Background: an optimization exercise with open tools, aiming at small area, a short achievable clock period and few clock cycles. Do not read the settings as production practice. The RTL was checked by simulation tests, not by an equivalence proof against the original design. No activity file was given, so power comes from the tool's default toggle rates.

$ cat design/flow/design.v
module flash_seq (
    input             req,         
    input             we,
    input             sel_a,       
    input             even,        
    input             odd,         
    input      [4:0]  fix,         
    input      [7:0]  cbyte,       
    input             sel_w,       
    input      [3:0]  lm,          
    input             gate_rd,     
    input             gate_wd,     
    input      [20:0] a,
    input      [31:0] word,
    output            bus_req,
    output            bus_we,
    output     [20:0] bus_addr,
    output     [31:0] bus_wdata
);
    assign bus_req = req && !gate_rd && !gate_wd;
    assign bus_we  = we;
    genvar i;
    generate
        for (i = 0; i < 21; i = i + 1) begin : g_addr
            wire f = (i == 0)  ? fix[0] :
                     (i == 1)  ? fix[1] :
                     (i == 13) ? fix[2] :
                     (i == 14) ? fix[3] :
                     (i == 15) ? fix[4] : 1'b0;
            assign bus_addr[i] = (sel_a && a[i]) || ((i % 2 == 0) ? even : odd) || f;
        end
        for (i = 0; i < 32; i = i + 1) begin : g_data
            assign bus_wdata[i] = lm[i / 8] && (cbyte[i % 8] || (sel_w && word[i]));
        end
    endgenerate
endmodule
module flash_prog (
    input             clk,
    input             rst,
    input      [7:0]  rx_data,
    input             rx_valid,
    output            rx_ready,
    output reg [7:0]  tx_data,
    output reg        tx_valid,
    input             tx_ready,
    output            bus_req,
    output            bus_we,
    output     [20:0] bus_addr,
    output     [31:0] bus_wdata,
    input             bus_ack,
    input      [31:0] bus_rdata,
    output            handed_off
);
    localparam S_IDLE  = 0,  S_MASK  = 1,  S_FLD   = 2,  S_PEV   = 3,
               S_LEV   = 4,  S_WCTRL = 5,  S_RACK  = 6,  S_RD    = 7,
               S_UL1   = 8,  S_UL2   = 9,  S_CMD   = 10, S_SECT  = 11,
               S_BOOT  = 12, S_IDM   = 13, S_IDD   = 14, S_IDX   = 15,
               S_IDO   = 16, S_A0    = 17, S_DATA  = 18, S_POLL0 = 19,
               S_POLL  = 20, S_VER   = 21, S_BEX1  = 22, S_BEX2  = 23,
               S_FIN   = 24, S_HAND  = 25, S_LEV0  = 26, S_LEV1  = 27,
               S_GO    = 28, S_GORD  = 29;
    localparam NS = 30;
    localparam O_ID = 0, O_CE = 1, O_ER = 2, O_WR = 3, O_RD = 4, O_S1 = 5;
    reg [NS-1:0] st;
    reg [5:0]  op;
    reg        second;      
    reg        pb;          
    reg        fld_len;     
    reg        family_b;
    reg [3:0]  chip_mask;
    reg        verify_en;
    reg [21:0] a;
    reg        phi;         
    reg        plo;         
    reg [23:0] N;
    wire [13:0] E = N[13:0];
    reg [1:0]  nb;          
    reg [31:0] W;
    reg        wv;          
    reg        lastin;      
    reg [31:0] P;
    reg [2:0]  rcnt;        
    reg        rid;         
    reg [3:0]  fail;
    reg        q_req, q_we, q_sela, q_even, q_odd;
    reg [7:0]  q_byte;
    reg        q_reply;     
    reg        q_inw;       
    reg        r_sgt, r_sgt8;
    reg        r_rd_ref, r_er_ref, r_er_none;
    wire hold     = (rcnt != 3'd0);
    wire slotfree = !tx_valid || tx_ready;
    wire can_send = slotfree && !hold;
    wire [4:0] fix = {st[S_BOOT] && nb == 2'd2,
                      st[S_BOOT] && nb != 2'd2,
                      st[S_BOOT] && nb == 2'd1,
                      st[S_IDD] && family_b,
                      st[S_IDD] && !family_b};
    wire [3:0] lm = chip_mask | {4{op[O_ID] | st[S_IDX]}};
    flash_seq u_seq (
        .req(q_req), .we(q_we), .sel_a(q_sela), .even(q_even), .odd(q_odd),
        .fix(fix), .cbyte(q_byte), .sel_w(st[S_DATA]), .lm(lm),
        .gate_rd(st[S_RD] && hold), .gate_wd(st[S_DATA] && !wv),
        .a(a[20:0]), .word(W),
        .bus_req(bus_req), .bus_we(bus_we), .bus_addr(bus_addr), .bus_wdata(bus_wdata)
    );
    wire hs = bus_req && bus_ack;
    wire last_word = (a[7:0] == 8'hFF);
    wire intake    = op[O_WR] && q_inw && !lastin && (nb != 2'd3 || !wv);
    assign rx_ready = (q_reply && !tx_valid && !hold) || st[S_FLD] || intake;
    wire take = rx_valid && rx_ready;
    assign handed_off = st[S_HAND];
    wire rx00 = (rx_data == 8'h00);
    wire rx01 = (rx_data == 8'h01);
    wire rx02 = (rx_data == 8'h02);
    wire [7:0] f0 = W[31:24], f1 = W[23:16], f2 = W[15:8], f3 = W[7:0];
    wire [13:0] len_k = {f2, f1[7:2]};                  
    wire [14:0] S     = {1'b0, a[21:8]} + {1'b0, len_k};
    wire        len_hi = (f3 != 8'd0);
    wire        s_gt   = S[14] || (S[13] && S[12:0] != 13'd0);      
    wire        rd_refuse = (len_k == 14'd0) || (f1[1:0] != 2'd0) ||
                            (f0 != 8'd0) || plo || (a[7:0] != 8'd0) || phi ||
                            len_hi || r_sgt;
    wire        er_refuse = plo || (a[15:0] != 16'd0) || phi || len_hi ||
                            (f2[1:0] != 2'd0) || (f1 != 8'd0) || (f0 != 8'd0) ||
                            (family_b ? r_sgt : r_sgt8);
    wire        wp_refuse = (f1[1:0] != 2'd0) || (f0 != 8'd0);
    wire        er_none   = !family_b && len_k[13:4] == 10'd0;   
    wire        ovf       = a[21] || phi;
    wire [21:0] a_inc  = a + {5'd0, op[O_ER] & family_b, 3'd0, op[O_ER] & !family_b, 11'd0, !op[O_ER]};
    wire        aend   = (a[21:8] == E);
    wire [5:0]  a_hi_inc = a[21:16] + 6'd1;
    wire        aend_i = (a_hi_inc == E[13:8]);               
    wire eq = (bus_rdata == P);
    wire [3:0] lane_diff;
    assign lane_diff[0] = bus_rdata[7:0]   != W[7:0];
    assign lane_diff[1] = bus_rdata[15:8]  != W[15:8];
    assign lane_diff[2] = bus_rdata[23:16] != W[23:16];
    assign lane_diff[3] = bus_rdata[31:24] != W[31:24];
    reg [NS-1:0] sn;
    always @(*) begin
        sn = {NS{1'b0}};
        if (st[S_IDLE]) begin
            if (take) begin
                case (rx_data)
                    8'h01, 8'h07:               sn[S_FIN]   = 1'b1;
                    8'h02, 8'h05:               sn[S_GO]    = 1'b1;
                    8'h04, 8'h0F, 8'h10, 8'h11: sn[S_FLD]   = 1'b1;
                    8'h06:                      sn[S_WCTRL] = 1'b1;
                    8'h08:                      sn[S_HAND]  = 1'b1;
                    8'h12:                      sn[S_MASK]  = 1'b1;
                    default:                    sn[S_IDLE]  = 1'b1;
                endcase
            end else sn[S_IDLE] = 1'b1;
        end
        if (st[S_MASK]) begin
            if (take) sn[S_IDLE] = 1'b1; else sn[S_MASK] = 1'b1;
        end
        if (st[S_FLD]) begin
            if (take && nb == 2'd3) begin
                if (fld_len) sn[S_LEV0] = 1'b1; else sn[S_PEV] = 1'b1;
            end else sn[S_FLD] = 1'b1;
        end
        if (st[S_PEV]) begin
            if (can_send || op[O_ER]) begin
                if (!op[O_WR])      sn[S_FLD]   = 1'b1;
                else if (wp_refuse) sn[S_IDLE]  = 1'b1;
                else                sn[S_WCTRL] = 1'b1;
            end else sn[S_PEV] = 1'b1;
        end
        if (st[S_LEV0]) sn[S_LEV1] = 1'b1;
        if (st[S_LEV1]) sn[S_LEV]  = 1'b1;
        if (st[S_GO])   sn[S_UL1]  = 1'b1;
        if (st[S_GORD]) sn[S_RD]   = 1'b1;
        if (st[S_LEV]) begin
            if (can_send) begin
                if (op[O_RD]) begin
                    if (r_rd_ref) sn[S_IDLE] = 1'b1; else sn[S_RD] = 1'b1;
                end else begin
                    if (r_er_ref)       sn[S_IDLE] = 1'b1;
                    else if (r_er_none) sn[S_FIN]  = 1'b1;
                    else                sn[S_UL1]  = 1'b1;
                end
            end else sn[S_LEV] = 1'b1;
        end
        if (st[S_WCTRL]) begin
            if (take && rx00 && !ovf)             sn[S_GO]    = 1'b1;
            else if (take && (rx00 || rx01 || rx02)) sn[S_IDLE] = 1'b1;
            else                                  sn[S_WCTRL] = 1'b1;
        end
        if (st[S_RACK]) begin
            if (take && rx00 && !aend)            sn[S_GORD] = 1'b1;
            else if (take && (rx00 || rx01))      sn[S_IDLE] = 1'b1;
            else                                  sn[S_RACK] = 1'b1;
        end
        if (st[S_RD]) begin
            if (hs && last_word) sn[S_RACK] = 1'b1; else sn[S_RD] = 1'b1;
        end
        if (st[S_UL1]) begin
            if (hs) sn[S_UL2] = 1'b1; else sn[S_UL1] = 1'b1;
        end
        if (st[S_UL2]) begin
            if (hs) begin
                if (!(op[O_ER] && second)) sn[S_CMD]   = 1'b1;
                else if (aend)             sn[S_POLL0] = 1'b1;    
                else                       sn[S_SECT]  = 1'b1;
            end else sn[S_UL2] = 1'b1;
        end
        if (st[S_CMD]) begin
            if (hs) begin
                if (op[O_ID])       sn[S_IDM]   = 1'b1;
                else if (op[O_WR])  sn[pb ? S_A0 : S_DATA] = 1'b1;
                else if (second)    sn[S_POLL0] = 1'b1;
                else                sn[S_UL1]   = 1'b1;
            end else sn[S_CMD] = 1'b1;
        end
        if (st[S_SECT]) begin
            if (hs) begin
                if (!family_b)        sn[S_POLL0] = 1'b1;
                else if (a == 22'd0)  sn[S_BOOT]  = 1'b1;
                else if (aend_i)      sn[S_POLL0] = 1'b1;
                else                  sn[S_SECT]  = 1'b1;
            end else sn[S_SECT] = 1'b1;
        end
        if (st[S_BOOT]) begin
            if (hs && nb == 2'd2) begin
                if (aend_i) sn[S_POLL0] = 1'b1; else sn[S_SECT] = 1'b1;
            end else sn[S_BOOT] = 1'b1;
        end
        if (st[S_IDM]) begin
            if (hs) sn[S_IDD] = 1'b1; else sn[S_IDM] = 1'b1;
        end
        if (st[S_IDD]) begin
            if (hs) sn[S_IDX] = 1'b1; else sn[S_IDD] = 1'b1;
        end
        if (st[S_IDX]) begin
            if (hs) sn[S_IDO] = 1'b1; else sn[S_IDX] = 1'b1;
        end
        if (st[S_IDO]) begin
            if (can_send) sn[S_FIN] = 1'b1; else sn[S_IDO] = 1'b1;
        end
        if (st[S_A0]) begin
            if (hs) sn[S_DATA] = 1'b1; else sn[S_A0] = 1'b1;
        end
        if (st[S_DATA]) begin
            if (hs) sn[S_POLL0] = 1'b1; else sn[S_DATA] = 1'b1;
        end
        if (st[S_POLL0]) begin
            if (hs) sn[S_POLL] = 1'b1; else sn[S_POLL0] = 1'b1;
        end
        if (st[S_POLL]) begin
            if (hs && eq) begin
                if (op[O_ER]) begin
                    if (!family_b && !aend) sn[S_UL1] = 1'b1; else sn[S_FIN] = 1'b1;
                end else if (op[O_WR]) begin
                    if (verify_en)           sn[S_VER] = 1'b1;
                    else if (lastin && !wv)  sn[family_b ? S_BEX1 : S_FIN] = 1'b1;
                    else                     sn[family_b ? S_A0 : S_UL1] = 1'b1;
                end else sn[S_FIN] = 1'b1;
            end else sn[S_POLL] = 1'b1;
        end
        if (st[S_VER]) begin
            if (hs) begin
                if (lastin) sn[family_b ? S_BEX1 : S_FIN] = 1'b1;
                else        sn[family_b ? S_A0 : S_UL1] = 1'b1;
            end else sn[S_VER] = 1'b1;
        end
        if (st[S_BEX1]) begin
            if (hs) sn[S_BEX2] = 1'b1; else sn[S_BEX1] = 1'b1;
        end
        if (st[S_BEX2]) begin
            if (hs) sn[S_FIN] = 1'b1; else sn[S_BEX2] = 1'b1;
        end
        if (st[S_FIN]) begin
            if (can_send) begin
                if (op[O_WR] && fail == 4'd0) sn[S_WCTRL] = 1'b1; else sn[S_IDLE] = 1'b1;
            end else sn[S_FIN] = 1'b1;
        end
        if (st[S_HAND]) sn[S_HAND] = 1'b1;
    end
    wire [7:0] cmd_byte = op[O_ID] ? 8'h90 :
                          op[O_WR] ? (pb ? 8'h20 : 8'hA0) :
                          (op[O_CE] && second) ? 8'h10 : 8'h80;
    wire [2:0]  rpos     = rcnt - 3'd1;
    wire [1:0]  lane     = rid ? rpos[2:1] : rpos[1:0];
    wire [31:0] src      = (rid && rcnt[0]) ? W : P;
    wire [7:0]  buf_byte = src[{lane, 3'b000} +: 8];
    wire idle_bad = (rx_data == 8'h03) || (rx_data == 8'h0A) || (rx_data >= 8'h13);
    wire [7:0] fin_byte = op[O_ER] ? 8'h02 :
                          op[O_S1] ? 8'h01 :
                          op[O_WR] ? {(fail != 4'd0), 3'd0, fail[0], fail[1], fail[2], fail[3]} :
                          8'h00;
    wire [7:0] push_byte =
        ({8{st[S_IDLE]}}  & {6'd0, idle_bad, 1'b0}) |
        ({8{st[S_MASK]}}  & {7'd0, rx_data[7:4] != 4'd0}) |
        ({8{st[S_PEV]}}   & {7'd0, op[O_WR] && wp_refuse}) |
        ({8{st[S_LEV]}}   & {7'd0, op[O_RD] ? r_rd_ref : r_er_ref}) |
        ({8{st[S_WCTRL]}} & (rx02 ? 8'h02 : {7'd0, rx00 && ovf})) |
        ({8{st[S_RACK]}}  & (rx01 ? 8'h04 : aend ? 8'h03 : 8'h02)) |
        ({8{st[S_RD]}}    & bus_rdata[31:24]) |
        ({8{st[S_IDO]}}   & P[31:24]) |
        ({8{st[S_FIN]}}   & fin_byte);
    wire push = (st[S_IDLE]  && take && rx_data != 8'h05) ||
                (st[S_MASK]  && take) ||
                (st[S_PEV]   && can_send && !op[O_ER]) ||
                (st[S_LEV]   && can_send) ||
                (st[S_WCTRL] && take && (rx00 || rx01 || rx02)) ||
                (st[S_RACK]  && take && (rx00 || rx01)) ||
                (st[S_RD]    && hs) ||
                (st[S_IDO]   && can_send) ||
                (st[S_FIN]   && can_send);
    always @(posedge clk) begin
        st <= sn;
        q_req  <= sn[S_UL1] | sn[S_UL2] | sn[S_CMD] | sn[S_SECT] | sn[S_BOOT] |
                  sn[S_IDM] | sn[S_IDD] | sn[S_IDX] | sn[S_A0] | sn[S_DATA] |
                  sn[S_POLL0] | sn[S_POLL] | sn[S_VER] | sn[S_RD] | sn[S_BEX1] |
                  sn[S_BEX2];
        q_we   <= sn[S_UL1] | sn[S_UL2] | sn[S_CMD] | sn[S_SECT] | sn[S_BOOT] |
                  sn[S_IDX] | sn[S_A0] | sn[S_DATA] | sn[S_BEX1] | sn[S_BEX2];
        q_sela <= sn[S_SECT] | sn[S_DATA] | sn[S_VER] | sn[S_RD];
        q_even <= ((sn[S_UL1] | sn[S_CMD]) & !family_b) | (sn[S_UL2] & family_b);
        q_odd  <= ((sn[S_UL1] | sn[S_CMD]) & family_b) | (sn[S_UL2] & !family_b);
        q_byte <= ({8{sn[S_UL1]}} & 8'hAA) | ({8{sn[S_UL2]}} & 8'h55) |
                  ({8{sn[S_CMD]}} & cmd_byte) | ({8{sn[S_SECT] | sn[S_BOOT]}} & 8'h30) |
                  ({8{sn[S_IDX]}} & 8'hF0) | ({8{sn[S_A0]}} & 8'hA0) |
                  ({8{sn[S_BEX1]}} & 8'h90);
        q_reply <= sn[S_IDLE] | sn[S_MASK] | sn[S_WCTRL] | sn[S_RACK];
        q_inw   <= sn[S_UL1] | sn[S_UL2] | sn[S_CMD] | sn[S_A0] | sn[S_DATA] |
                   sn[S_POLL0] | sn[S_POLL] | sn[S_VER];
        if (slotfree) begin
            tx_valid <= hold || push;
            tx_data  <= hold ? buf_byte : push_byte;
            if (hold) rcnt <= rcnt - 3'd1;
        end
        if (take && (st[S_FLD] || intake)) begin
            if (nb == 2'd3) begin
                W  <= {N, rx_data};
                wv <= 1'b1;
                if (last_word) lastin <= 1'b1;
            end else begin
                N  <= {N[15:0], rx_data};
            end
            nb <= nb + 2'd1;
        end
        if (st[S_IDLE]) begin
            nb      <= 2'd0;
            a       <= 22'd0;
            phi     <= 1'b0;
            plo     <= 1'b0;
            second  <= 1'b0;
            fld_len <= (rx_data == 8'h04);
            op      <= {rx_data == 8'h01 || rx_data == 8'h07,
                        rx_data == 8'h04 || rx_data == 8'h11,
                        rx_data == 8'h06 || rx_data == 8'h10,
                        rx_data == 8'h0F,
                        rx_data == 8'h05,
                        rx_data == 8'h02};
            if (take) begin
                if (rx_data == 8'h0B) family_b  <= 1'b0;
                if (rx_data == 8'h0C) family_b  <= 1'b1;
                if (rx_data == 8'h0D) verify_en <= 1'b1;
                if (rx_data == 8'h0E) verify_en <= 1'b0;
            end
        end
        if (st[S_MASK] && take && rx_data[7:4] == 4'd0) chip_mask <= rx_data[3:0];
        if (st[S_PEV] && (can_send || op[O_ER])) begin
            a       <= {f2, f1, f0[7:2]};
            phi     <= (f3 != 8'd0);
            plo     <= (f0[1:0] != 2'd0);
            fld_len <= 1'b1;
        end
        r_sgt     <= s_gt;
        r_sgt8    <= (S > 15'h0800);
        r_rd_ref  <= rd_refuse;
        r_er_ref  <= er_refuse;
        r_er_none <= er_none;
        if (st[S_LEV0]) N[13:0] <= S[13:0];
        if (st[S_RD] && !hold) P <= bus_rdata;
        if (st[S_RD] && hs) begin
            rcnt <= slotfree ? 3'd3 : 3'd4;
            rid  <= 1'b0;
            a    <= a_inc;
        end
        if (st[S_WCTRL] && take && rx00) begin
            nb     <= 2'd0;
            wv     <= 1'b0;
            lastin <= 1'b0;
            fail   <= 4'd0;
            pb     <= family_b;
        end
        if (st[S_CMD] && hs) begin
            pb <= 1'b0;
            if (op[O_CE] || op[O_ER]) second <= 1'b1;
        end
        if (st[S_DATA] && hs && !verify_en) begin
            a  <= a_inc;
            wv <= 1'b0;
        end
        if (st[S_VER] && hs) begin
            fail <= fail | (lane_diff & chip_mask);
            a    <= a_inc;
            wv   <= 1'b0;
        end
        if (st[S_SECT] && hs) begin
            if (family_b && a == 22'd0) nb <= 2'd0;
            else                        a  <= a_inc;
        end
        if (st[S_BOOT] && hs) begin
            nb <= nb + 2'd1;
            if (nb == 2'd2) a <= a_inc;
        end
        if (st[S_IDM]) P <= bus_rdata;
        if (st[S_IDD]) W <= bus_rdata;
        if (st[S_IDO] && can_send) begin
            rcnt <= 3'd7;
            rid  <= 1'b1;
        end
        if (st[S_POLL0] || (st[S_POLL] && hs)) P <= bus_rdata;
        if (st[S_POLL] && hs && eq && op[O_ER]) second <= 1'b0;
        if (rst) begin
            st        <= {{(NS-1){1'b0}}, 1'b1};
            q_req     <= 1'b0;
            q_reply   <= 1'b1;
            q_inw     <= 1'b0;
            family_b  <= 1'b0;
            chip_mask <= 4'hF;
            verify_en <= 1'b0;
            tx_valid  <= 1'b0;
            rcnt      <= 3'd0;
        end
    end
endmodule
$ cat design/flow/flow/run.sh
#!/bin/bash
# The standard layout (standard.sh: the standard flow's own ORFS make flow, unchanged synthesis), with the
# ports buffered by plain buffers instead of the delay buffers buffer_ports picks by default.
set -euo pipefail
bash standard.sh "BUFFER_PORTS_ARGS=-buffer_cell sky130_fd_sc_hd__buf_2" finish > standard.log 2>&1
$ cat design/flow/standard.sh
#!/bin/bash
# synth_recipe.tcl (not shown) runs the flow's synth.tcl, then flattens the netlist and writes it again
# the make line also repeats each setting of config.mk as NAME=value (left out here)
make -C /OpenROAD-flow-scripts/flow DESIGN_CONFIG=/design/flow/config.mk WORK_HOME=/design/flow/orfs CLKGATE_MAP_FILE= SYNTH_SCRIPT=/design/flow/synth_recipe.tcl "${@:-finish}"
$ cat design/flow/config.mk
export PLATFORM = sky130hd
export DESIGN_NAME = flash_prog
export DESIGN_NICKNAME = flash_prog
export VERILOG_FILES = /design/flow/design.v
export SDC_FILE = /design/flow/constraint.sdc
export NUM_CORES = 4
export LEC_CHECK = 0
export CAP_MARGIN = 20
export CORE_MARGIN = 2
export CORE_UTILIZATION = 40
export SETUP_SLACK_MARGIN = 5.0
export SLEW_MARGIN = 20
$ cat design/flow/constraint.sdc
create_clock -name core_clock -period 8.0 [get_ports {clk}]
set_input_delay 1.6000 -clock core_clock [delete_from_list [all_inputs] [get_ports {clk}]]
set_output_delay 1.6000 -clock core_clock [all_outputs]
set_load 0.01 [all_outputs]
==> summary.md, run 1 <==
| Metric | Value |
|---|---|
| Gpl congestion | `0.982` |
| Cell area after synthesis | `11700 um^2` |
| Mapped Cells | `1233` |
| Peak per-stage delay on the critical path | `0.36 ns` |
| Ports | `111` |
| Crit path time final | `3.31 ns` |
| Layout cells sized above 1 | `0.335` |
| FILL cells | `2529` |
| Synth area leaders | `edfxtp_1 28%, dfxtp_1 15%, xor2_1 5.6%` |
| Worst hold path startpoint | `N[15]$_DFFE_PP_` |
| Routed WL per cell | `26.4 um` |
| Leakage | `5.95 nW` |
| Max-slew violations | `0` |
| CTS buffer count | `17` |
| Drt drc | `0` |
| Die X | `175 um` |
| Dpl ws | `3.63 ns` |
| Dominant synthesized flop cell | `edfxtp_1` |
| Vias per cell | `6.34` |
| EDFF count, synth | `108` |
| Syn nets | `1309` |
| Antenna cells | `0` |
| Final WS setup | `4.69 ns` |
| CP Max Fanout | `4` |
| Fin Setup TNS | `0 ns` |
| Worst endpoint required time | `6.40 ns` |
| Final Skew | `0.0176 ns` |
| Clock Latency Late Sink | `0.46 ns` |
| Synth top area share | `0.277` |
| Post-Route WL | `47.9 mm` |
| Vias | `11500` |
| Highest-delay cell along the critical path | `dfxtp_4` |
| Worst Hold Class | `register to register` |
| Mux share of post-synthesis cell area | `0.0654` |
| CTS Buffer Depth | `2` |
| Yosys Warn Count | `1` |
| Final setup fails | `0` |
| IO buf count | `110` |
| Synth Area in Adders | `0.0338` |
| Vias in the first global route | `10500` |
| VDD IR-drop max | `0.157 mV` |
| Xor and xnor area share after synthesis | `0.0703` |
| Synth Area per Inst | `9.50 um^2` |
| CP Capture Type | `output port` |
| FF+latch area | `5040 um^2` |
| Total Routing Usage GR | `0.305` |
| Crit path DAT | `1.71 ns` |
| Die H | `175 um` |
| Multi-input gate area | `7130 um^2` |
| Pin count of the biggest net entering global routing | `43` |
| Max_slew headroom | `0.297` |
| Initial Utilization | `0.407` |
| Largest family of logic cells by synthesized area | `compound AO/OA/AOI/OAI gates` |
| First-pass GRT wire length | `69.2 mm` |
| Most common cell in the netlist | `nor2_1` |
| Status | `finished clean` |
| Pwr/cell area | `184 nW/um^2` |
| Post-DP HPWL | `32.1 mm` |
| Nets | `1494` |
| Critical path class | `register to output port` |
| Post-synthesis simple-gate area fraction | `0.172` |
| Grt ovf | `0` |
| TritonRoute pass-1 iters | `6` |
| Worst-Margin Slew | `1.05 ns` |
| Crit path launch | `rcnt[0]$_SDFFE_PP0P_` |
| R2r startpoint | `W[19]$_DFFE_PP_` |
| Ys async rst share | `0` |
| RSZ-0062 raised after global routing | `true` |
| Htree depth | `4` |
| #FFs+latches synth | `196` |
| CP Buf/Inv Count | `2` |
| Core Box Area | `28800 um^2` |
| Tcrit/Tclk final | `0.413` |
| Crit-path cells | `clkinvlp_4 > ha_4 > nor4bb_4 > a211o_1 > buf_2` |
| Area Overhead vs Synth | `31.2%` |
| Initial DRC count | `1490` |
| Startpoint types | `register` |
| Delay-heaviest family, CP | `flip-flops` |
| Commonest cells in the netlist | `115 x nor2_1, 108 x edfxtp_1, 101 x a21oi_1, 101 x nand2_1, 88 x dfxtp_1` |
| Worst-path clk slew | `0.08 ns` |
| Highest Clock Rate | `0.302 GHz` |
| Biggest area consumer among synthesized cells | `edfxtp_1` |
| Initial antenna violation count | `0` |
| Hold Fails Final Rpt | `0` |
| DIE AREA | `30700 um^2` |
| Max Cap Violations | `0` |
| Synth Area in Compound Gates | `0.193` |
| CTS sink cnt | `196` |
| Row count | `62` |
| Root Driver | `clkbuf_16` |
| Placed Cells | `1663` |
| TritonCTS clock tree | `yes` |
| ANT nets after route | `0` |
| Post-synthesis sequential area ratio | `0.427` |
| Post-synth cell types | `82` |
| Fin cells | `1815` |
-- layout by cell type (no fill, tap or decap), types with 17 or more instances in the layout --
master / count
a21o_1: 20
a21oi_1: 81
a21oi_2: 17
buf_2: 77
buf_4: 98
buf_6: 49
clkbuf_16: 19
dfxtp_1: 70
edfxtp_1: 108
ha_1: 21
inv_1: 30
mux2_2: 39
nand2_1: 96
nand3_1: 33
nor2_1: 84
nor2_4: 25
nor3_1: 17
nor4_1: 22
o21ai_0: 36
xnor2_1: 19
xor2_1: 71
-- kinds of logic after synthesis --
kind of cell / count (synthesis)
adder cells (fa/ha/maj): 31
XOR/XNOR: 94
flip-flops: 196
buffers and inverters: 112
AND/OR/NAND/NOR: 403
AO/OA/AOI/OAI: 333
multiplexers: 64
-- report_power, final --
part           internal [mW]  switching (mW)
registers               1.12          0.0412
logic                  0.328           0.434
clock network          0.451           0.458
-- metal layers --
layer | vias to the layer above | global-route usage | wire length (um)
li1 | 5004 | - | -
met1 | 5643 | 0.403 | 19000
met2 | 712 | 0.477 | 21700
met3 | 147 | 0.0642 | 4640
met4 | 0 | 0.144 | 2580
met5 | - | 0 | 0
-- cell type report --
cell class | count | area share
clock buffers | 17 | 0.0277
clock inverters | 15 | 0.0114
inverters | 38 | 0.0105
multi-input cells | 928 | 0.464
flip-flops and latches | 196 | 0.328
well taps | 384 | 0.0313
repair buffers | 237 | 0.127
-- worst register-to-register path: stages (launching register included) --
cell and delay (ns):
edfxtp_1 0.53, buf_12 0.20, buf_4 0.14, ha_1 0.28, a21o_1 0.19, nand4_1 0.12
a22oi_2 0.12, or4_1 0.54, nor3_1 0.16, nand4bb_1 0.16, o32a_1 0.38
-- stage by stage --
step	instance area (um^2)	hold slack [ns]	utilization	total power [mW]
6_report	15400	0.455	0.534	2.83
5_1_grt	15400	0.473	0.534	2.92
4_1_cts	14500	0.457	0.504	2.75
3_5_place_dp	12600	0.435	0.437	1.78
3_3_place_gp	12600	0.432	0.437	1.78
2_1_floorplan	11800	0.413	-	1.59
-- registers in the layout (all words and copies together) (netlist names), 2 cells and up --
| name | flops |
|---|---|
| q_byte | 6 |
| P | 32 |
| chip_mask | 4 |
| fail | 4 |
| st | 30 |
| op | 6 |
| N | 24 |
| tx_data | 8 |
| W | 32 |
| a | 22 |
| nb | 2 |
| rcnt | 3 |
-- what timing repair did --
action / in CTS / in global routing
gates cloned: 4 / 2
gates resized for setup: 162 / 115
endpoints found under the setup margin: 218 / 90
pin swaps: 60 / 27
buffers inserted: 73 / 41
hold buffers: 0 / 0
-- final timing paths --
| path | endpoint | slack (ns) | cells past startpoint |
|---|---|---|---|
| setup reg to reg | r_sgt$_DFF_P_ | 5.07 | 10 |
| setup / recovery | rx_ready | 4.69 | 5 |
| hold reg to reg | N[23]$_DFFE_PP_ | 0.45 | 0 |
| hold / removal | N[23]$_DFFE_PP_ | 0.45 | 0 |
Testbench counts, summed over its fixed seeds: cycles 58,432.
==> run 2, diff against run 1 <==
--- a/design/flow/config.mk
+++ b/design/flow/config.mk
@@ -8,5 +8,5 @@
 export CAP_MARGIN = 20
 export CORE_MARGIN = 2
 export CORE_UTILIZATION = 40
-export SETUP_SLACK_MARGIN = 5.0
+export SETUP_SLACK_MARGIN = 4.0
 export SLEW_MARGIN = 20
==> run 2 against run 1 <==
Net effect:
- setup slack worse by 0.62 ns
- count of clock-buffer cells in the layout stayed put
- sequential share of layout area is 5.3 points higher
- register-to-register slack worse by 0.90 ns
- synthesized area stayed put
- design area is 15% lower
- sequential power hardly changed
- non-clock buffer count is 115 lower
==> summary.md, run 2 <==
| Metric | Value |
|---|---|
| Initial DRC count | `1377` |
| Clock Latency Late Sink | `0.45 ns` |
| Ys async rst share | `0` |
| Logic pwr share | `0.233` |
| Clock network power share | `0.323` |
| Worst endpoint required time | `8.36 ns` |
| CP Buf/Inv Count | `1` |
| #FFs+latches synth | `196` |
| Worst-Margin Slew | `0.969 ns` |
| Grt ovf | `0` |
| Pwr/cell area | `201 nW/um^2` |
| Synth top area share | `0.277` |
| DIE AREA | `30700 um^2` |
| Row count | `62` |
| Post-synthesis sequential area ratio | `0.427` |
| Most common cell in the netlist | `nor2_1` |
| Highest-delay cell along the critical path | `nor4_1` |
| Mapped Cells | `1233` |
| Die H | `175 um` |
| Crit path to | `q_req$_SDFF_PP0_` |
| Tcrit/Tclk final | `0.491` |
| TritonRoute pass-1 iters | `7` |
| P_sw | `0.844 mW` |
| Crit path DAT | `4.29 ns` |
| Max Cap Violations | `0` |
| Synth Area per Inst | `9.50 um^2` |
| Gpl congestion | `0.937` |
| Postcts setup bufs | `0` |
| Worst-path clk slew | `0.07 ns` |
| Highest Clock Rate | `0.255 GHz` |
| Commonest cells in the netlist | `115 x nor2_1, 108 x edfxtp_1, 101 x a21oi_1, 101 x nand2_1, 88 x dfxtp_1` |
| Drt drc | `0` |
| Post-DP HPWL | `32.4 mm` |
| Vias in the first global route | `9991` |
| VDD IR-drop max | `0.147 mV` |
| Root Driver | `clkbuf_16` |
| Layout cells sized above 1 | `0.171` |
| Initial Utilization | `0.407` |
| Worst Hold Class | `register to register` |
| Commonest cells after routing, fill and taps aside | `115 x nor2_1, 110 x buf_2, 108 x edfxtp_1` |
| RSZ-0062 raised after global routing | `true` |
| Core Box Area | `28800 um^2` |
| Hold depth | `0` |
| Commonest non-fill, non-tap cell in the layout | `nor2_1` |
| Seq pwr share | `0.444` |
| Worst hold path startpoint | `N[15]$_DFFE_PP_` |
| ANT nets after route | `0` |
| Post-DP Area | `12500 um^2` |
| Biggest area consumer among synthesized cells | `edfxtp_1` |
| Post-synth cell types | `82` |
| Final Skew | `0.0125 ns` |
| Startpoint types | `input pin` |
| Vias | `10700` |
| Crit path time final | `3.92 ns` |
| CTS Buffer Depth | `2` |
| Die X | `175 um` |
| Max-slew violations | `0` |
| Leakage | `5.14 nW` |
| Area Overhead vs Synth | `12.1%` |
| Htree depth | `4` |
| Largest registers | `P (32), W (32), st (30)` |
| Synth area leaders | `edfxtp_1 28%, dfxtp_1 15%, xor2_1 5.6%` |
| WP depth | `8` |
| Post-Route WL | `44.1 mm` |
| Delay-heaviest family, CP | `simple AND/OR/NAND/NOR gates` |
| Final setup fails | `0` |
| IO buf count | `110` |
| Yosys Warn Count | `1` |
| First-pass GRT wire length | `64.6 mm` |
| Max_slew headroom | `0.354` |
| Dominant synthesized flop cell | `edfxtp_1` |
| Peak per-stage delay on the critical path | `0.78 ns` |
| CTS sink cnt | `196` |
| Vias per cell | `6.32` |
| Cell area after synthesis | `11700 um^2` |
| Flop-to-flop setup slack | `4.17 ns` |
| EDFF count, synth | `108` |
| Nets | `1376` |
| CP Capture Type | `register` |
| Status | `finished clean` |
| Sw Ratio | `0.321` |
| Fin area | `13100 um^2` |
| Pin count of the biggest net entering global routing | `43` |
| Routed WL per cell | `26.0 um` |
| Crit-path cells | `buf_2 > xor2_1 > nor4_1 > nand3_1 > nor4_2 > a21oi_1 > and4b_1 > a41oi_1` |
| CP Max Fanout | `8` |
| Critical path class | `input pin to register` |
| Reg2reg end | `q_req$_SDFF_PP0_` |
| Util after Layout | `0.456` |
| CTS buffer count | `17` |
| TritonCTS clock tree | `yes` |
| Total Routing Usage GR | `0.285` |
| Initial antenna violation count | `1` |
| Crit path launch | `bus_rdata[28]` |
| Syn nets | `1309` |
| R2r startpoint | `rcnt[0]$_SDFFE_PP0P_` |
| Worst r2r path cells | `9` |
| Antenna cells | `0` |
| Ports | `111` |
| Hold Fails Final Rpt | `0` |
| Cell internal pwr | `1.79 mW` |
| Fin Setup TNS | `0 ns` |
==> run 2: cell counts after synthesis <==
Identical to the previous run, type by type.
==> run 2: worst min path at each step <==
| stage | end | slack (ns) |
|---|---|---|
| 2_1_floorplan | st[4]$_SDFF_PP0_ | 0.41 |
| 3_3_place_gp | N[23]$_DFFE_PP_ | 0.43 |
| 3_5_place_dp | N[23]$_DFFE_PP_ | 0.43 |
| 4_1_cts | N[23]$_DFFE_PP_ | 0.45 |
| 5_1_grt | N[22]$_DFFE_PP_ | 0.48 |
| 6_report | N[23]$_DFFE_PP_ | 0.45 |
==> run 2: power by group through the flow <==
| stage | combinational, mW | sequential [mW] | clock, mW |
|---|---|---|---|
| after global routing | 0.661 | 1.17 | 0.888 |
| after floorplan | 0.402 | 1.17 | 0 |
| after detailed placement | 0.594 | 1.19 | 0 |
| after CTS | 0.598 | 1.17 | 0.851 |
| final | 0.615 | 1.17 | 0.849 |
| after global placement | 0.589 | 1.19 | 0 |
==> run 2: cells by family after synthesis <==
kind of cell	synth area share
muxes	0.0654
and+or+nand+nor	0.172
DFF	0.427
buffers and inverters	0.0386
adders and majority gates	0.0338
xor gates and xnor gates	0.0703
AOI/OAI and AO/OA	0.193
==> run 2: routing by layer <==
layer / up-vias / track usage / routed length (um)
met5: - / 0 / 7
met4: 2 / 0.101 / 1450
met3: 100 / 0.0748 / 4550
met2: 625 / 0.433 / 19400
met1: 5238 / 0.391 / 18700
li1: 4760 / - / -
==> run 2: cell type report <==
class                           instances  area, um^2
Clock buffer                           17         425
Fill cell                            2794       15700
Inverter                               38         143
Multi-Input combinational cell        925        6300
Clock inverter                         15         133
Timing Repair Buffer                  122         641
Sequential cell                       196        5010
Tap cell                              384         480
==> run 2: per-stage QoR <==
stage,setup WS (ns),instances,power (mW),hold slack [ns]
3_5_place_dp,3.61,1665,1.78,0.435
3_3_place_gp,3.63,1665,1.78,0.433
5_1_grt,4.00,1697,2.72,0.479
6_report,4.08,1697,2.63,0.450
4_1_cts,4.04,1697,2.61,0.451
2_1_floorplan,4.43,1233,1.58,0.413
==> run 2: timing repair <==
action | in CTS | in global routing
resized for setup | 4 | 5
setup endpoints to repair | 9 | 21
hold buffers | 0 | 0
==> run 2: worst reg2reg max path: cells and delay by family, from the launching register on <==
family,cells,cell delay [ns]
and+or+nand+nor,3,1.37
AOI/OAI and AO/OA,3,0.86
DFF,1,0.45
muxes,1,0.40
adders and majority gates,1,0.33
buffers and inverters,1,0.24
==> run 3, diff against run 2 <==
--- a/design/flow/config.mk
+++ b/design/flow/config.mk
@@ -8,5 +8,5 @@
 export CAP_MARGIN = 20
 export CORE_MARGIN = 2
 export CORE_UTILIZATION = 40
-export SETUP_SLACK_MARGIN = 4.0
+export SETUP_SLACK_MARGIN = 4.6
 export SLEW_MARGIN = 20
==> run 3 against run 2 <==
Net effect:
- still clean
- core utilization grew 1.1 points
- clock power grew 3.7%
- synthesized area is the same
- power grew 3.0%
- global-route usage shrank 0.52 points
- critical path type unchanged
==> summary.md, run 3 <==
| Metric | Value |
|---|---|
| Status | `finished clean` |
| Max-slew violations | `0` |
| Clock Latency Late Sink | `0.44 ns` |
| Biggest area consumer among synthesized cells | `edfxtp_1` |
| Synth area leaders | `edfxtp_1 28%, dfxtp_1 15%, xor2_1 5.6%` |
| Worst-path clk slew | `0.07 ns` |
| Final setup fails | `0` |
| Worst Hold Class | `register to register` |
| Final Skew | `0.0127 ns` |
| Layout cells sized above 1 | `0.197` |
| Pwr Total | `2.71 mW` |
| VDD IR-drop max | `0.157 mV` |
| Initial antenna violation count | `1` |
| Fin area | `13500 um^2` |
| Flop-to-flop setup slack | `4.79 ns` |
| Largest family of logic cells by synthesized area | `compound AO/OA/AOI/OAI gates` |
| Tcrit/Tclk final | `0.426` |
| Vias | `10800` |
| DIE AREA | `30700 um^2` |
| Fin Setup TNS | `0 ns` |
| CP Capture Type | `register` |
| Ys async rst share | `0` |
| Post-DP HPWL | `31.8 mm` |
| Row count | `62` |
| ANT nets after route | `0` |
| Syn nets | `1309` |
| TritonRoute pass-1 iters | `6` |
| Pin count of the biggest net entering global routing | `43` |
| Die X | `175 um` |
| Initial DRC count | `1698` |
| Htree depth | `4` |
| Worst endpoint required time | `8.27 ns` |
| Dpl ws | `3.54 ns` |
| Post-synthesis simple-gate area fraction | `0.172` |
| Synth Area in Compound Gates | `0.193` |
| Max Cap Violations | `0` |
| #FFs+latches synth | `196` |
| IO buf count | `110` |
| Startpoint types | `input pin` |
| Largest registers | `P (32), W (32), st (30)` |
| Die H | `175 um` |
| Final WS setup | `4.59 ns` |
| CTS sink cnt | `196` |
| Mapped Cells | `1233` |
| Critical path class | `input pin to register` |
| RSZ-0062 raised after global routing | `true` |
| Core Box Area | `28800 um^2` |
| Root Driver | `clkbuf_16` |
| Leakage | `5.28 nW` |
| Xor and xnor area share after synthesis | `0.0703` |
| Dominant synthesized flop cell | `edfxtp_1` |
| Area Overhead vs Synth | `14.9%` |
| Synth top area share | `0.277` |
| Crit path time final | `3.41 ns` |
| Ports | `111` |
| Hold slack | `0.449 ns` |
| Pwr/cell area | `201 nW/um^2` |
| Highest Clock Rate | `0.294 GHz` |
| Synth Area in Adders | `0.0338` |
| Initial Utilization | `0.407` |
| Total Routing Usage GR | `0.279` |
| Drt drc | `0` |
| Yosys Warn Count | `1` |
| CTS buffer count | `17` |
| Hold Fails Final Rpt | `0` |
| Synth Area per Inst | `9.50 um^2` |
| Routed WL per cell | `25.3 um` |
| Antenna cells | `0` |
| Gpl congestion | `0.977` |
| Commonest cells after routing, fill and taps aside | `113 x nor2_1, 110 x buf_2, 108 x edfxtp_1` |
| CP Max Fanout | `12` |
| Nets | `1391` |
| TritonCTS clock tree | `yes` |
| Vias per cell | `6.29` |
| Post-synth cell types | `82` |
| Vias in the first global route | `10100` |
| Crit path DAT | `3.68 ns` |
| First-pass GRT wire length | `63.9 mm` |
| Commonest cells in the netlist | `115 x nor2_1, 108 x edfxtp_1, 101 x a21oi_1, 101 x nand2_1, 88 x dfxtp_1` |
| Post-synthesis sequential area ratio | `0.427` |
| Post-Route WL | `43.3 mm` |
| FILL cells | `2753` |
| Post-DP Area | `12500 um^2` |
| EDFF count, synth | `108` |
| CTS Buffer Depth | `2` |
| Cell area after synthesis | `11700 um^2` |
| Most common cell in the netlist | `nor2_1` |
| Worst-Margin Slew | `1.08 ns` |
| Grt ovf | `0` |
| Mux share of post-synthesis cell area | `0.0654` |
| Commonest non-fill, non-tap cell in the layout | `nor2_1` |
| Max_slew headroom | `0.274` |
run 3: changes by cell type in the layout (fill, tap and decap cells not counted), moves of 3 or more:
cell,change
nor3_4,+4
buf_4,+11
inv_6,+3
clkinv_4,-3
run 3: metrics by stage:
| stage | utilization | instances |
|---|---|---|
| global placement | 0.436 | 1664 |
| finish | 0.468 | 1712 |
| floorplan | - | 1233 |
| detailed placement | 0.436 | 1664 |
| CTS | 0.464 | 1710 |
| global route | 0.468 | 1712 |
run 3: timing repair:
| item | CTS | global route |
|---|---|---|
| cloned | 0 | 1 |
| setup endpoints to repair | 79 | 21 |
| pin swaps | 6 | 0 |
| hold buffers | 0 | 0 |
| resized for setup | 27 | 15 |
| setup buffers | 14 | 0 |
run 3: kinds of logic (layout without fill, tap and decap cells):
group                    count (synthesis)  count (layout)
AO/OA/AOI/OAI                          333             334
XOR/XNOR                                94              94
adder cells (fa/ha/maj)                 31              31
buffers and inverters                  112             206
flip-flops                             196             196
multiplexers                            64              64
AND/OR/NAND/NOR                        403             403
run 3: where the power goes:
| part | switching, mW | total, mW | internal [mW] |
|---|---|---|---|
| Combinational | 0.401 | 0.672 | 0.271 |
| Sequential | 0.0372 | 1.16 | 1.12 |
| Clock | 0.415 | 0.880 | 0.465 |
| Total | 0.853 | 2.71 | 1.86 |
run 3: final timing paths:
| kind | startpoint | to | depth (start not counted) |
|---|---|---|---|
| setup reg to reg | op[2]$_DFFE_PP_ | a[21]$_DFF_P_ | 9 |
| setup / recovery | bus_ack | q_req$_SDFF_PP0_ | 8 |
| hold / removal | st[27]$_SDFF_PP0_ | st[4]$_SDFF_PP0_ | 2 |
| hold reg to reg | st[27]$_SDFF_PP0_ | st[4]$_SDFF_PP0_ | 2 |
run 3: cell type report:
class                           count  area, um^2  area share
Clock buffer                       17         425      0.0316
Inverter                           38         150      0.0112
Tap cell                          384         480      0.0357
Multi-Input combinational cell    926        6450       0.479
Timing Repair Buffer              136         786      0.0584
Clock inverter                     15         154      0.0114
Sequential cell                   196        5010       0.372
run 3: metal layers:
layer	wire length, um	global-route usage	up-vias
met2	19100	0.425	649
met3	4340	0.0524	115
met1	17900	0.387	5216
met5	0	0	-
met4	1890	0.124	0
li1	-	-	4793
run 3: critical path, cell delays in order:
cell and delay [ns]:
buf_2 0.07, and2_1 0.21, o211a_4 0.35, mux2_2 0.38
or4b_1 0.48, a21oi_2 0.22, and4b_1 0.25, a41oi_1 0.10
==> run 4, diff against run 3 <==
--- a/design/flow/config.mk
+++ b/design/flow/config.mk
@@ -8,5 +8,5 @@
 export CAP_MARGIN = 20
 export CORE_MARGIN = 2
 export CORE_UTILIZATION = 40
-export SETUP_SLACK_MARGIN = 4.6
+export SETUP_SLACK_MARGIN = 4.5
 export SLEW_MARGIN = 20
==> run 4 against run 3 <==
Net effect:
- still clean
- critical path depth fell by 1
- design area fell by 0.63%
- maximum frequency fell by 1.1%
- via count fell by 0.44%
- highest routed layer is now met5
- combinational power fell by 1%
- flip-flop and latch count did not move
==> summary.md, run 4 <==
| Metric | Value |
|---|---|
| Syn nets | `1309` |
| Commonest non-fill, non-tap cell in the layout | `nor2_1` |
| Mapped Cells | `1233` |
| Initial antenna violation count | `3` |
| Max_slew headroom | `0.191` |
| Placed Cells | `1665` |
| CTS Buffer Depth | `2` |
| Die X | `175 um` |
| Post-DP HPWL | `31.9 mm` |
| Worst Hold Class | `register to register` |
| CTS buffer count | `17` |
| Peak per-stage delay on the critical path | `0.74 ns` |
| Tcrit/Tclk final | `0.430` |
| Crit-path cells | `buf_2 > or4_1 > nor3_4 > nand3_1 > o31a_1 > a211o_1 > or2_1` |
| ANT nets after route | `0` |
| CP Max Fanout | `7` |
| Status | `finished clean` |
| Commonest cells in the netlist | `115 x nor2_1, 108 x edfxtp_1, 101 x a21oi_1, 101 x nand2_1, 88 x dfxtp_1` |
| Quantity of hold-fixing buffers added after cts | `0` |
| Multi-input gate area | `6390 um^2` |
| Antenna cells | `0` |
| Largest registers | `P (32), W (32), st (30)` |
| Ports | `111` |
| Critical path class | `input pin to register` |
| Initial Utilization | `0.407` |
| Pwr Total | `2.71 mW` |
| Vias per cell | `6.27` |
| Post-DP Area | `12500 um^2` |
| Hold Fails Final Rpt | `0` |
| CTS sink cnt | `196` |
| Most common cell in the netlist | `nor2_1` |
| Post-synthesis sequential area ratio | `0.427` |
| Gpl congestion | `0.950` |
| Dominant synthesized flop cell | `edfxtp_1` |
| Fin Setup TNS | `0 ns` |
| Worst-path clk slew | `0.07 ns` |
| Final setup fails | `0` |
| Synth top area share | `0.277` |
| Pin count of the biggest net entering global routing | `43` |
| Vias | `10700` |
| Total Routing Usage GR | `0.282` |
| Worst endpoint required time | `8.34 ns` |
| Cell area after synthesis | `11700 um^2` |
| FF+latch area | `5010 um^2` |
| RSZ-0062 raised after global routing | `true` |
| Grt ovf | `0` |
| Htree depth | `4` |
| Crit path DAT | `3.78 ns` |
| Crit path time final | `3.44 ns` |
| Highest Clock Rate | `0.290 GHz` |
| Layout cells sized above 1 | `0.189` |
| TritonRoute pass-1 iters | `8` |
| Worst-Margin Slew | `1.20 ns` |
| DIE AREA | `30700 um^2` |
| Row count | `62` |
| Core Box Area | `28800 um^2` |
| Initial DRC count | `1338` |
| First-pass GRT wire length | `64.4 mm` |
| Highest-delay cell along the critical path | `or4_1` |
| EDFF count, synth | `108` |
| Synth area leaders | `edfxtp_1 28%, dfxtp_1 15%, xor2_1 5.6%` |
| Vias in the first global route | `10000` |
| Ys async rst share | `0` |
| Startpoint types | `input pin` |
| Nets | `1389` |
| CP Capture Type | `register` |
| Max Cap Violations | `0` |
| Die H | `175 um` |
| Synth Area per Inst | `9.50 um^2` |
| Final Skew | `0.0183 ns` |
| FILL cells | `2796` |
| Fin area | `13400 um^2` |
| IO buf count | `110` |
| Leakage | `5.28 nW` |
| Area Overhead vs Synth | `14.2%` |
| Routed WL per cell | `25.4 um` |
| Biggest area consumer among synthesized cells | `edfxtp_1` |
| TritonCTS clock tree | `yes` |
| Pwr/cell area | `203 nW/um^2` |
| Post-Route WL | `43.4 mm` |
| Delay-heaviest family, CP | `simple AND/OR/NAND/NOR gates` |
| Yosys Warn Count | `1` |
| Fin cells | `1710` |
| Max-slew violations | `0` |
| Root Driver | `clkbuf_16` |
| #FFs+latches synth | `196` |
| Post-synth cell types | `82` |
| Commonest cells after routing, fill and taps aside | `115 x nor2_1, 110 x buf_2, 108 x edfxtp_1` |
| Drt drc | `0` |
| CP Buf/Inv Count | `1` |
| Clock Latency Late Sink | `0.46 ns` |
| VDD IR-drop max | `0.162 mV` |
## run 4: where the power goes
part / switching, mW / internal (mW) / leakage (nW)
Sequential: 0.0350 / 1.12 / 1.73
Clock: 0.431 / 0.458 / 0.296
Combinational: 0.397 / 0.268 / 3.25
## run 4: area by class of cell
class,instances,share of cell area
multi-input combinational,925,0.478
clock buffer,21,0.0369
timing repair buffer,135,0.0558
tap,384,0.0359
clock inverter,11,0.00758
inverter,38,0.0112
sequential,196,0.375
## run 4: per-layer routing
layer  track usage  vias up  share of wire
li1              -     4789              -
met1         0.395     5233           0.43
met2         0.429      608           0.44
met3        0.0640       90           0.10
met4        0.0962        6          0.030
met5             0        -        0.00092
## run 4: path summary, 6_finish.rpt
check,startpoint,end,slack (ns),depth (start not counted)
setup / recovery,rx_data[4],q_reply$_SDFF_PP1_,4.56,7
hold / removal,st[27]$_SDFF_PP0_,st[4]$_SDFF_PP0_,0.46,2
setup reg to reg,a[19]$_DFF_P_,q_req$_SDFF_PP0_,4.67,7
hold reg to reg,st[27]$_SDFF_PP0_,st[4]$_SDFF_PP0_,0.46,2
## run 4: cell families (layout without fill, tap and decap cells)
family	Yosys count	count (layout)	share of synthesized area
and+or+nand+nor	403	403	0.172
xor gates and xnor gates	94	94	0.0703
AOI/OAI and AO/OA	333	333	0.193
muxes	64	64	0.0654
DFF	196	196	0.427
adders and majority gates	31	31	0.0338
buffers and inverters	112	205	0.0386
## run 4: metrics by stage
| stage | hold WS, ns | util | setup WS (ns) |
|---|---|---|---|
| CTS | 0.455 | 0.461 | 4.33 |
| finish | 0.456 | 0.465 | 4.56 |
| global route | 0.484 | 0.465 | 4.41 |
| detailed placement | 0.439 | 0.436 | 3.51 |
| floorplan | 0.413 | - | 4.50 |
| global placement | 0.429 | 0.436 | 3.64 |
## run 4: worst register-to-register path, stage by stage, from the launching register on
cell and delay, ns:
dfxtp_1 0.66, xor2_1 0.17, or4_1 0.57, nor4_2 0.92, o31ai_1 0.19, a21oi_2 0.29
and4b_1 0.25, a41oi_1 0.10
## run 4: repair_timing
action | CTS | global route
setup buffers | 6 | 7
pin swaps | 2 | 2
gates resized for setup | 17 | 12
endpoints found under the setup margin | 69 | 50
==> run 5, diff against run 4 <==
==> design/flow/flow/run.sh (replaced) <==
#!/bin/bash
# The standard layout (standard.sh: the standard flow's own ORFS make flow, unchanged synthesis), with the
# ports buffered by plain buffers instead of the delay buffers buffer_ports picks by default.
set -euo pipefail
bash standard.sh "BUFFER_PORTS_ARGS=-buffer_cell sky130_fd_sc_hd__buf_1" finish > standard.log 2>&1
--- a/design/flow/config.mk
+++ b/design/flow/config.mk
@@ -8,5 +8,7 @@
 export CAP_MARGIN = 20
 export CORE_MARGIN = 2
 export CORE_UTILIZATION = 40
+export CTS_CLUSTER_DIAMETER = 300
+export CTS_CLUSTER_SIZE = 60
 export SETUP_SLACK_MARGIN = 4.5
 export SLEW_MARGIN = 20
==> run 5 against run 4 <==
Net effect:
- first-iteration DRC count is 8.9% higher
- power is 1.4% lower
- design area is 0.94% lower
- still clean
- combinational power is 5.0% lower
- routed wire length is 0.68% higher
- clock power is 2.3% lower
- critical path depth is 4 lower
- critical path type is now register to output port
- worst hold slack worse by 0.0067 ns
- via count is 0.83% higher
- count of clock-buffer cells in the layout is 3 lower
- sequential power hardly changed
==> summary.md, run 5 <==
| Metric | Value |
|---|---|
| Status | `finished clean` |
| Vias in the first global route | `9921` |
| Clock Latency Late Sink | `0.45 ns` |
| Tcrit/Tclk final | `0.432` |
| Commonest cells after routing, fill and taps aside | `115 x nor2_1, 108 x edfxtp_1, 108 x buf_1` |
| CP Max Fanout | `14` |
| Cell area after synthesis | `11700 um^2` |
| Nets | `1390` |
| Sw Ratio | `0.332` |
| Quantity of hold-fixing buffers added after cts | `0` |
| Post-Route WL | `43.7 mm` |
| RSZ-0062 raised after global routing | `true` |
| Yosys Warn Count | `1` |
| Syn nets | `1309` |
| Commonest cells in the netlist | `115 x nor2_1, 108 x edfxtp_1, 101 x a21oi_1, 101 x nand2_1, 88 x dfxtp_1` |
| Hold slack | `0.449 ns` |
| CTS sink cnt | `196` |
| Final setup fails | `0` |
| Post-synthesis sequential area ratio | `0.427` |
| Initial antenna violation count | `3` |
| Delay-heaviest family, CP | `flip-flops` |
| Max Cap Violations | `0` |
| TritonRoute pass-1 iters | `6` |
| Fin Setup TNS | `0 ns` |
| Die H | `175 um` |
| IO buf count | `110` |
| Fin cells | `1713` |
| Highest Clock Rate | `0.289 GHz` |
| Final Skew | `0.0197 ns` |
| Root Driver | `clkbuf_16` |
| #FFs+latches synth | `196` |
| Post-synth cell types | `82` |
| Final WS setup | `4.54 ns` |
| Fin area | `13200 um^2` |
| Crit-path cells | `and3b_1 > a211o_1 > buf_1` |
| Htree depth | `4` |
| CTS buffer count | `17` |
| Die X | `175 um` |
| Worst endpoint required time | `6.40 ns` |
| Seq pwr share | `0.439` |
| Max_slew headroom | `0.208` |
| FILL cells | `2820` |
| TritonCTS clock tree | `yes` |
| Synth area leaders | `edfxtp_1 28%, dfxtp_1 15%, xor2_1 5.6%` |
| Most common cell in the netlist | `nor2_1` |
| Crit path time final | `3.46 ns` |
| CP Capture Type | `output port` |
| Row count | `62` |
| Max-slew violations | `0` |
| Peak per-stage delay on the critical path | `0.65 ns` |
| Drt drc | `0` |
| Dominant synthesized flop cell | `edfxtp_1` |
| Synth top area share | `0.277` |
| Grt ovf | `0` |
| Leakage | `4.86 nW` |
| Ys async rst share | `0` |
| Gpl congestion | `0.948` |
| Vias | `10800` |
| Crit path DAT | `1.86 ns` |
| ANT nets after route | `0` |
| Total Routing Usage GR | `0.280` |
| Startpoint types | `register` |
| Layout cells sized above 1 | `0.111` |
| Mapped Cells | `1233` |
| Pwr/cell area | `202 nW/um^2` |
| Ports | `111` |
| Pwr Total | `2.67 mW` |
| Logic pwr share | `0.236` |
| Vias per cell | `6.31` |
| Highest-delay cell along the critical path | `edfxtp_1` |
| Clock network power share | `0.325` |
| P_sw | `0.886 mW` |
| Placed Cells | `1664` |
| EDFF count, synth | `108` |
| Post-DP HPWL | `32.0 mm` |
| Util after Layout | `0.460` |
| Critical path class | `register to output port` |
| Pin count of the biggest net entering global routing | `43` |
| Post-DP Area | `12400 um^2` |
| Worst-Margin Slew | `1.18 ns` |
| Commonest non-fill, non-tap cell in the layout | `nor2_1` |
| Largest registers | `P (32), W (32), st (30)` |
| Core Box Area | `28800 um^2` |
| Hold Fails Final Rpt | `0` |
| CTS Buffer Depth | `2` |
| Initial DRC count | `1457` |
| DIE AREA | `30700 um^2` |
| First-pass GRT wire length | `63.8 mm` |
| Area Overhead vs Synth | `13.1%` |
| Biggest area consumer among synthesized cells | `edfxtp_1` |
| Initial Utilization | `0.407` |
| Dpl ws | `3.51 ns` |
| Synth Area per Inst | `9.50 um^2` |
| CP Buf/Inv Count | `1` |
| Routed WL per cell | `25.5 um` |
| Worst Hold Class | `register to register` |
| VDD IR-drop max | `0.154 mV` |
| Cell internal pwr | `1.79 mW` |
| Worst-path clk slew | `0.09 ns` |
-- run 5: metal layers --
metal	vias to the layer above	GRT usage	wire length (um)
met4	2	0.109	1580
met2	651	0.418	19000
met5	-	0.00160	10
li1	4793	-	-
met3	100	0.0611	4730
met1	5269	0.393	18400
-- run 5: area by class of cell --
cell class / instances / area, um^2 / share of cell area
clock inverters: 14 / 134 / 0.0101
clock buffers: 18 / 429 / 0.0324
well taps: 384 / 480 / 0.0363
inverters: 38 / 153 / 0.0115
flip-flops and latches: 196 / 5010 / 0.378
multi-input cells: 926 / 6410 / 0.484
diodes: 2 / 5.00 / 0.000378
repair buffers: 135 / 623 / 0.0470
-- run 5: timing repair --
action | CTS | global route
gates resized for setup | 23 | 13
setup endpoints to repair | 73 | 29
setup buffers | 4 | 9
endpoints found under the hold margin | 0 | 0
cloned | 1 | 0
pin swaps | 5 | 1
-- run 5: kinds of logic after synthesis --
kind of cell               share of synthesized area
adders and majority gates                     0.0338
buffers and inverters                         0.0386
and+or+nand+nor                                0.172
AOI/OAI and AO/OA                              0.193
muxes                                         0.0654
DFF                                            0.427
xor gates and xnor gates                      0.0703
-- run 5: power by group through the flow --
stage / clock (mW) / sequential, mW / combinational [mW]
finish: 0.868 / 1.17 / 0.631
global route: 0.905 / 1.18 / 0.670
CTS: 0.864 / 1.17 / 0.616
detailed placement: 0 / 1.19 / 0.578
global placement: 0 / 1.19 / 0.573
floorplan: 0 / 1.17 / 0.403
-- run 5: worst paths after layout --
path	depth (start not counted)	slack [ns]	from	endpoint
worst max-delay path	3	4.54	op[3]$_DFFE_PP_	rx_ready
worst min-delay path	0	0.45	N[14]$_DFFE_PP_	N[22]$_DFFE_PP_
worst min register to register	0	0.45	N[14]$_DFFE_PP_	N[22]$_DFFE_PP_
worst max register to register	10	4.63	op[2]$_DFFE_PP_	a[20]$_DFF_P_
==> run 6, diff against run 5 <==
--- a/design/flow/config.mk
+++ b/design/flow/config.mk
@@ -8,7 +8,6 @@
 export CAP_MARGIN = 20
 export CORE_MARGIN = 2
 export CORE_UTILIZATION = 40
-export CTS_CLUSTER_DIAMETER = 300
-export CTS_CLUSTER_SIZE = 60
+export GPL_TIMING_DRIVEN = 0
 export SETUP_SLACK_MARGIN = 4.5
 export SLEW_MARGIN = 20
==> run 6 against run 5 <==
Net effect:
- still clean on timing, DRC and antenna
- die area unchanged
- register-to-register slack about the same
- global-route usage up 1.5 points
- non-clock buffer count up 59
- core utilization up 1.0 points
- cell count up 3.3%
- synthesized area unchanged
- routed wire length up 3.6%
- critical endpoint is now bus_wdata[13]
- largest power group unchanged
- highest routed layer is now met4
==> summary.md, run 6 <==
| Metric | Value |
|---|---|
| Status | `finished clean` |
| Layout cells sized above 1 | `0.114` |
| Post-Route WL | `45.3 mm` |
| IO buf count | `108` |
| Hold Fails Final Rpt | `0` |
| #FFs+latches synth | `196` |
| RSZ-0062 raised after global routing | `true` |
| Ports | `111` |
| CTS sink cnt | `196` |
| Mux share of post-synthesis cell area | `0.0654` |
| Gpl congestion | `0.985` |
| Area Overhead vs Synth | `15.6%` |
| Leakage | `5.01 nW` |
| Clock Latency Late Sink | `0.45 ns` |
| CTS Buffer Depth | `2` |
| Post-DP HPWL | `34.3 mm` |
| Mapped Cells | `1233` |
| Syn nets | `1309` |
| Nets | `1449` |
| Htree depth | `4` |
| CP Max Fanout | `9` |
| Die H | `175 um` |
| CP Buf/Inv Count | `3` |
| Flop-to-flop setup slack | `4.62 ns` |
| Max-slew violations | `0` |
| TritonRoute pass-1 iters | `6` |
| Final WS setup | `4.50 ns` |
| Post-synthesis simple-gate area fraction | `0.172` |
| Highest-delay cell along the critical path | `buf_2` |
| Crit-path cells | `buf_2 > nor3_4 > buf_12 > nor2_1 > buf_1` |
| DIE AREA | `30700 um^2` |
| Post-synth cell types | `82` |
| Crit path time final | `3.50 ns` |
| WP depth | `5` |
| Reg2reg end | `a[20]$_DFF_P_` |
| Cell area after synthesis | `11700 um^2` |
| Vias | `11100` |
| Vias per cell | `6.26` |
| Synth top area share | `0.277` |
| Hold EP | `st[4]$_SDFF_PP0_` |
| Highest Clock Rate | `0.286 GHz` |
| Synth Area per Inst | `9.50 um^2` |
| Yosys Warn Count | `1` |
| Worst Hold Class | `register to register` |
| Util after Layout | `0.470` |
| Dominant synthesized flop cell | `edfxtp_1` |
| Total Routing Usage GR | `0.295` |
| EDFF count, synth | `108` |
| Final Skew | `0.0166 ns` |
| Grt ovf | `0` |
| Hold depth | `2` |
| Multi-input gate area | `6430 um^2` |
| Worst r2r path cells | `11` |
| Synth area leaders | `edfxtp_1 28%, dfxtp_1 15%, xor2_1 5.6%` |
| Initial antenna violation count | `0` |
| Pin count of the biggest net entering global routing | `33` |
| Worst-Margin Slew | `1.11 ns` |
| Final setup fails | `0` |
| Core Box Area | `28800 um^2` |
| Crit path DAT | `1.90 ns` |
| Placed Cells | `1725` |
| VDD IR-drop max | `0.144 mV` |
| Quantity of hold-fixing buffers added after cts | `0` |
| Initial Utilization | `0.407` |
| Fin Setup TNS | `0 ns` |
| Most common cell in the netlist | `nor2_1` |
| Hold slack | `0.463 ns` |
| Largest registers | `P (32), W (32), st (30)` |
| CTS buffer count | `17` |
| Tcrit/Tclk final | `0.438` |
| Biggest area consumer among synthesized cells | `edfxtp_1` |
| Initial DRC count | `1707` |
| Vias in the first global route | `10200` |
| Drt drc | `0` |
| Worst endpoint required time | `6.40 ns` |
| Fin cells | `1769` |
| Row count | `62` |
| Worst-path clk slew | `0.08 ns` |
| Commonest cells after routing, fill and taps aside | `114 x nor2_1, 108 x edfxtp_1, 106 x buf_1` |
| Startpoint types | `register` |
| Routed WL per cell | `25.6 um` |
| Max Cap Violations | `0` |
| R2r startpoint | `op[2]$_DFFE_PP_` |
| Commonest cells in the netlist | `115 x nor2_1, 108 x edfxtp_1, 101 x a21oi_1, 101 x nand2_1, 88 x dfxtp_1` |
| Commonest non-fill, non-tap cell in the layout | `nor2_1` |
| ANT nets after route | `0` |
| Ys async rst share | `0` |
| Pwr/cell area | `200 nW/um^2` |
| FF+latch area | `5000 um^2` |
| CP Capture Type | `output port` |
| Largest family of logic cells by synthesized area | `compound AO/OA/AOI/OAI gates` |
| Root Driver | `clkbuf_16` |
| Die X | `175 um` |
| FILL cells | `2779` |
| Post-synthesis sequential area ratio | `0.427` |
| Synth Area in Adders | `0.0338` |
| First-pass GRT wire length | `66.6 mm` |
| TritonCTS clock tree | `yes` |
| Dpl ws | `3.43 ns` |
| Antenna cells | `0` |
| Xor and xnor area share after synthesis | `0.0703` |
| Peak per-stage delay on the critical path | `0.36 ns` |
| Synth Area in Compound Gates | `0.193` |
| Delay-heaviest family, CP | `buffers and inverters` |
| Max_slew headroom | `0.254` |
| Critical path class | `register to output port` |
| Worst hold path startpoint | `st[27]$_SDFF_PP0_` |
run 6: cell counts after synthesis:
No cell type changed its count.
run 6: worst max-delay path by stage:
stage                                    start                  to  slack (ns)
final                          op[0]$_DFFE_PP_       bus_wdata[13]        4.50
after CTS                 rcnt[0]$_SDFFE_PP0P_             bus_req        4.36
after global routing           op[2]$_DFFE_PP_       a[20]$_DFF_P_        4.47
after detailed placement              tx_ready        a[2]$_DFF_P_        3.43
after floorplan                     rx_data[4]  q_reply$_SDFF_PP1_        4.50
after global placement                tx_ready        a[8]$_DFF_P_        3.43
run 6: what timing repair did:
| item | in CTS | in global routing |
|---|---|---|
| setup buffers | 8 | 4 |
| endpoints found under the setup margin | 119 | 46 |
| pin swaps | 8 | 3 |
| cloned | 1 | 0 |
| gates resized for setup | 42 | 38 |
run 6: cells by family (layout without fill, tap and decap cells):
kind of cell	after synthesis	count (layout)
flops	196	196
compound gates	333	334
mux	64	64
buf+inv	112	263
xor+xnor	94	94
simple gates	403	403
fa+ha+maj	31	31
run 6: layer usage:
layer / GRT usage / wire (um)
met1: 0.417 / 19000
met5: 0 / 0
met2: 0.439 / 19700
met3: 0.0564 / 4840
met4: 0.124 / 1860
run 6: report_power, final:
part	internal [mW]	switching, mW
sequential	1.12	0.0282
clock	0.438	0.430
combinational	0.262	0.427
run 6: final cells by class:
cell class	count	area share
Multi-Input combinational cell	926	0.475
Sequential cell	196	0.370
Timing Repair Buffer	120	0.0394
Tap cell	384	0.0355
Clock buffer	17	0.0314
Buffer	74	0.0272
Inverter	38	0.0115
Clock inverter	14	0.0104
run 6: through the flow:
stage          total power, mW  area, um^2
6_report                  2.70       13500
4_1_cts                   2.67       13400
3_5_place_dp              1.78       12600
5_1_grt                   2.79       13500
3_3_place_gp              1.78       12600
2_1_floorplan             1.58       11700
run 6: worst min-delay path: cells and delay by family (launching register included):
family	cells	cell delay, ns
and+or+nand+nor	1	0.07
DFF	1	0.32
AOI/OAI and AO/OA	1	0.04

==> what the ideal ports hide <==
The results above use ideal ports. As a check the final layouts listed here were re-extracted and re-timed, cells and wires unchanged. Step 1: set_driving_cell puts a clkbuf_16 on clk and a buf_2 on each other input, an assumption about the parent block. Step 2 moves the port delays by t, midway between the first and last clock arrival at a register: inputs arrive t later, outputs are due t later. That takes back most of the time a late clock gives input paths. Slacks: ideal ports / drivers / drivers and shift; pairs: ideal ports / drivers.
run | shift t [ns] | setup WS [ns] | slew at the worst register clock pin (ns) | worst slew at a driven data input, ns
run 1 | 0.506 | 4.694 / 4.642 / 4.423 | 0.09 / 0.09 | 0.06
run 2 | 0.499 | 4.076 / 4.024 / 3.603 | 0.08 / 0.08 | 0.04
run 3 | 0.492 | 4.594 / 4.549 / 4.135 | 0.08 / 0.08 | 0.05
run 4 | 0.499 | 4.556 / 4.511 / 4.083 | 0.09 / 0.09 | 0.03
run 5 | 0.490 | 4.544 / 4.493 / 4.083 | 0.09 / 0.09 | 0.05
run 6 | 0.494 | 4.498 / 4.447 / 4.078 | 0.08 / 0.08 | 0.04
After both steps setup and hold are still met in every run listed.
